Context: an optimization exercise on an open-source flow, tuned for small area, a short achievable clock period and few clock cycles. The choices shown serve that exercise and are no tape-out recipe.
Function was checked by simulation only, so behaviour that the tests miss may differ from the original.
Power figures rest on the tool's default switching activity, not on a simulated workload.

==> flow/design.v <==
module npk_preview (
    input  wire        clk,
    input  wire        rst,
    input  wire        start,
    input  wire [2:0]  start_frames,     
    input  wire [16:0] start_out,        
    output wire        ready,
    input  wire        ld_valid,
    input  wire [7:0]  ld_data,
    output wire        ld_ready,
    output wire        out_valid,
    output wire [7:0]  out_data,
    input  wire        out_ready,
    output wire        done
);
    reg        ready_q, idle_n;      
    reg        done_q;
    reg        load_r;               
    reg        emit_r;               
    reg        ldr_q, ldr_n;         
    reg [2:0]  frames;
    reg [16:0] outn;                 
    reg [5:0]  lcnt;                 
    reg [5:0]  pos;                  
    wire idle    = ~idle_n;
    wire ldr     = ~ldr_n;
    wire take    = ldr & ld_valid;
    wire go      = idle & start;
    wire lastld  = (lcnt[3:0] == 4'hf) & (lcnt[5:4] == frames[1:0] - 2'd1);
    wire out0    = &outn;            
    wire ldend   = take & lastld;
    reg [7:0]  ring [0:63];
    integer k;
    always @(posedge clk) begin
        ring[0] <= ldr ? ld_data : ring[63];
        for (k = 1; k < 64; k = k + 1)
            ring[k] <= ring[k-1];
    end
    wire [7:0] tap = ring[{pos[5:3], 3'b111}];
    reg [17:0] e;                    
    reg [7:0]  jj;                   
    reg [1:0]  ahead;                
    reg        fpar;                 
    reg [7:0]  bb0, bb1;             
    wire       eneg   = e[17];
    wire       jfst   = (jj[4:0] == 5'd0);
    wire       jend   = jfst & (jj[7:5] == frames);
    wire       have   = (ahead != 2'd0);
    reg        ov_q, ovn;            
    reg [4:0]  od;
    wire oready   = ovn | out_ready;                 
    wire emit_pre = emit_r & eneg & (have | jfst) & ~jend;
    wire settle   = emit_r & ~eneg & (~jj[0] | have);
    wire [12:0] xh   = e[17:5] + {10'd0, frames};
    wire [17:0] x    = {xh, e[4:0]};
    wire        xge  = ~xh[12];
    wire [7:0]  s    = load_r ? {frames, 5'd0} : (eneg ? x[7:0] : e[7:0]);
    wire [17:0] y    = {10'd0, s} + {1'b1, outn} + 18'd1;
    wire [17:0] e_em = xge ? y : x;                  
    wire [17:0] e_st = (settle | load_r) ? y : e;    
    wire        fetch = emit_r & (pos[2:0] == 3'b111) & (ahead != 2'd2);
    wire [7:0] cb   = jj[1] ? bb1 : bb0;
    wire [3:0] nib  = jj[0] ? cb[3:0] : cb[7:4];
    wire [4:0] val  = jfst ? 5'b01111 : {nib, 1'b0};
    wire jinc_st = settle;
    wire jinc_em = emit_pre & xge;
    wire [7:0] jj1 = jj + 8'd1;
    wire [1:0] ah_f = ahead + {1'b0, fetch};
    wire [1:0] ah_fb = ah_f - 2'd1;
    always @(posedge clk) begin
        if (idle) begin
            frames <= start_frames;
            outn   <= ~start_out;
        end
        if (idle) begin
            lcnt <= 6'd0;
            pos  <= 6'd0;
        end else if (load_r) begin
            lcnt <= lcnt + {5'd0, take};
            if (ldend)
                pos <= lcnt;             
            else if (!take)
                pos <= pos + 6'd1;
        end else if (!fetch) begin
            pos <= pos + 6'd1;
        end
        if (load_r) begin
            jj    <= 8'd0;
            ahead <= 2'd0;
            fpar  <= 1'b0;
        end else begin
            if (jinc_st | (jinc_em & oready)) jj <= jj1;
            ahead <= ((jinc_st | (jinc_em & oready)) & jj[0]) ? ah_fb : ah_f;
            if (fetch) begin
                fpar <= ~fpar;
                if (fpar) bb1 <= tap; else bb0 <= tap;
            end
        end
        e <= (emit_pre & oready) ? e_em : e_st;
        if (ldend & load_r)
            od <= 5'b01111;
        else if (oready)
            od <= val;
        if (rst) begin
            ready_q <= 1'b1;
            idle_n  <= 1'b0;
            done_q  <= 1'b0;
            load_r  <= 1'b0;
            emit_r  <= 1'b0;
            ldr_q   <= 1'b0;
            ldr_n   <= 1'b1;
            ov_q    <= 1'b0;
            ovn     <= 1'b1;
        end else begin
            if (ldend & load_r) begin
                ov_q <= ~out0;
                ovn  <= out0;
            end else if (oready) begin
                ov_q <= emit_pre;
                ovn  <= ~emit_pre;
            end
            if (go) begin
                ready_q <= 1'b0;
                idle_n  <= 1'b1;
                done_q  <= (start_frames == 3'd0);
                load_r  <= (start_frames != 3'd0);
                ldr_q   <= (start_frames != 3'd0);
                ldr_n   <= (start_frames == 3'd0);
                emit_r  <= 1'b0;
            end else if (load_r) begin
                if (ldend) begin
                    load_r <= 1'b0;
                    ldr_q  <= 1'b0;
                    ldr_n  <= 1'b1;
                    emit_r <= ~out0;
                    done_q <= out0;
                end else begin
                    ldr_q <= ldr ? take : (pos == 6'd63);
                    ldr_n <= ldr ? ~take : (pos != 6'd63);
                end
            end else if (emit_r) begin
                if (jend & oready) begin
                    emit_r <= 1'b0;
                    done_q <= 1'b1;
                end
            end else if (idle_n) begin
                ready_q <= 1'b1;
                idle_n  <= 1'b0;
                done_q  <= 1'b0;
            end
        end
    end
    assign ready     = ready_q;
    assign done      = done_q;
    assign ld_ready  = ldr_q;
    assign out_valid = ov_q;
    assign out_data  = {od, 3'b000};
endmodule
export LEC_CHECK = 0
export CAP_MARGIN = 20
export CORE_MARGIN = 2
export CORE_UTILIZATION = 60
export SLEW_MARGIN = 20
create_clock -name core_clock -period 10.0 [get_ports {clk}]
standard.sh (not shown) runs the stock make flow with config.mk's settings and CLKGATE_MAP_FILE= SYNTH_SCRIPT=/design/flow/synth_recipe.tcl, a recipe that flattens the netlist after the stock synthesis.
==> flow/flow/run.sh <==
#!/bin/bash
# Layout flow: the standard ORFS flow (the standard.sh) with tighter
# timing-repair targets, plain buffers on the ports and a leaner clock tree.
export SETUP_SLACK_MARGIN=7
export BUFFER_PORTS_ARGS="-buffer_cell sky130_fd_sc_hd__buf_2"
export CTS_ARGS="-sink_clustering_enable -repair_clock_nets -dont_use_dummy_load -sink_clustering_size 25 -sink_clustering_max_diameter 100 -buf_list {sky130_fd_sc_hd__clkbuf_16}"
bash standard.sh > standard.log 2>&1
The starting point went through all stages and came out clean.
Testbench counts at the start, summed over its fixed seeds: cycles 40,390.
Edit:
==> flow/flow/run.sh (replaced) <==
#!/bin/bash
# Layout flow: the standard ORFS flow (the standard.sh) with tighter
# timing-repair targets, plain buffers on the ports and a leaner clock tree.
export SETUP_SLACK_MARGIN=6.5
export BUFFER_PORTS_ARGS="-buffer_cell sky130_fd_sc_hd__buf_2"
export CTS_ARGS="-sink_clustering_enable -repair_clock_nets -dont_use_dummy_load -sink_clustering_size 25 -sink_clustering_max_diameter 100 -buf_list {sky130_fd_sc_hd__clkbuf_16}"
bash standard.sh > standard.log 2>&1
--- a/flow/config.mk
+++ b/flow/config.mk
@@ -8,4 +8,4 @@
 export CAP_MARGIN = 20
 export CORE_MARGIN = 2
-export CORE_UTILIZATION = 60
+export CORE_UTILIZATION = 40
 export SLEW_MARGIN = 20
Outcome:
- The changed run finished clean
- first-iteration DRC count came out lower by about 27%
- cell count came out higher by 12%
- worst hold slack improved by 20 ps
- non-clock buffer count came out lower by 10
Edit:
==> flow/flow/run.sh (replaced) <==
#!/bin/bash
# Layout flow: the standard ORFS flow (the standard.sh) with tighter
# timing-repair targets, plain buffers on the ports and a leaner clock tree.
export SETUP_SLACK_MARGIN=7
export BUFFER_PORTS_ARGS="-buffer_cell sky130_fd_sc_hd__buf_2"
export CTS_ARGS="-sink_clustering_enable -repair_clock_nets -dont_use_dummy_load -sink_clustering_size 25 -sink_clustering_max_diameter 100 -buf_list {sky130_fd_sc_hd__clkbuf_16}"
bash standard.sh > standard.log 2>&1
--- a/flow/config.mk
+++ b/flow/config.mk
@@ -6,6 +6,6 @@
 export NUM_CORES = 4
 export LEC_CHECK = 0
-export CAP_MARGIN = 20
+export CAP_MARGIN = 0
 export CORE_MARGIN = 2
 export CORE_UTILIZATION = 40
-export SLEW_MARGIN = 20
+export SLEW_MARGIN = 0
After rerunning: The changed run finished clean. Cell area rose slightly. Routed wire length rose slightly. Area after synthesis stays the same. Final cell count rose slightly. Total power rose slightly.
Edit:
==> flow/flow/run.sh (replaced) <==
#!/bin/bash
# Layout flow: the standard ORFS flow (the standard.sh) with tighter
# timing-repair targets, plain buffers on the ports and a leaner clock tree.
export SETUP_SLACK_MARGIN=7
export BUFFER_PORTS_ARGS="-buffer_cell sky130_fd_sc_hd__buf_1"
export CTS_ARGS="-sink_clustering_enable -repair_clock_nets -dont_use_dummy_load -sink_clustering_size 10 -sink_clustering_max_diameter 50 -buf_list {sky130_fd_sc_hd__clkbuf_4 sky130_fd_sc_hd__clkbuf_16}"
bash standard.sh > standard.log 2>&1
--- a/flow/config.mk
+++ b/flow/config.mk
@@ -6,6 +6,6 @@
 export NUM_CORES = 4
 export LEC_CHECK = 0
-export CAP_MARGIN = 0
+export CAP_MARGIN = 20
 export CORE_MARGIN = 2
 export CORE_UTILIZATION = 40
-export SLEW_MARGIN = 0
+export SLEW_MARGIN = 20
What happened:
- The changed run completed without violations
- synthesized cell count does not change
- register-to-register slack hardly moves
- die area stays the same
Edit:
==> flow/flow/run.sh (replaced) <==
#!/bin/bash
# Layout flow: the standard ORFS flow (the standard.sh) with tighter
# timing-repair targets, plain buffers on the ports and a leaner clock tree.
export SETUP_SLACK_MARGIN=7
export BUFFER_PORTS_ARGS="-buffer_cell sky130_fd_sc_hd__buf_1"
export CTS_ARGS="-sink_clustering_enable -repair_clock_nets -dont_use_dummy_load -sink_clustering_size 16 -sink_clustering_max_diameter 60 -buf_list {sky130_fd_sc_hd__clkbuf_8}"
bash standard.sh > standard.log 2>&1
After rerunning: The new run passed the timing, DRC and antenna checks. Maximum frequency drops by 1.3%. Count of clock-buffer cells in the layout drops by 25. Routed wire length drops by 3.7%. Worst hold slack is better by 7.1 ps. Design area drops by 6.2%. Worst setup slack is worse by 40 ps.

-- port drivers added, routing unchanged --
In the flow no input, the clock included, has a driving cell. The finished layouts below were timed again as built, in two steps. Step 1 (the two cells are an assumption about what drives the block):
set clk [get_ports {clk}]
set_driving_cell -lib_cell sky130_fd_sc_hd__clkbuf_16 $clk
set_driving_cell -lib_cell sky130_fd_sc_hd__buf_2 [delete_from_list [all_inputs] $clk]
Step 2, shift: input delay + t, output delay - t, t = (earliest + latest rising clock arrival at the registers) / 2. This alone moves slack from input paths to output paths. a / b / c = no drivers / after step 1 / after step 2; a / b = the first two.
| run | t (ns) | setup slack, ns | worst setup path after step 2 | worst register clock-pin slew, ns | worst data-port slew with drivers (ns) |
|---|---|---|---|---|---|
| the first run | 0.595 | 6.963 / 6.920 / 6.502 | input to register | 0.10 / 0.10 | 0.04 |
| the second run | 0.592 | 6.716 / 6.716 / 6.337 | input to register | 0.10 / 0.10 | 0.06 |
| the third run | 0.598 | 6.995 / 6.946 / 6.477 | input to register | 0.10 / 0.10 | 0.04 |
| the fourth run | 0.578 | 6.999 / 6.949 / 6.442 | input to register | 0.05 / 0.05 | 0.06 |
| the fifth run | 0.610 | 6.959 / 6.912 / 6.424 | input to register | 0.09 / 0.09 | 0.04 |
After both steps setup and hold are still met in every run listed. For the fourth run, which loses most, drivers alone change the setup slack by -0.050 ns; drivers and shift together by -0.557 ns.
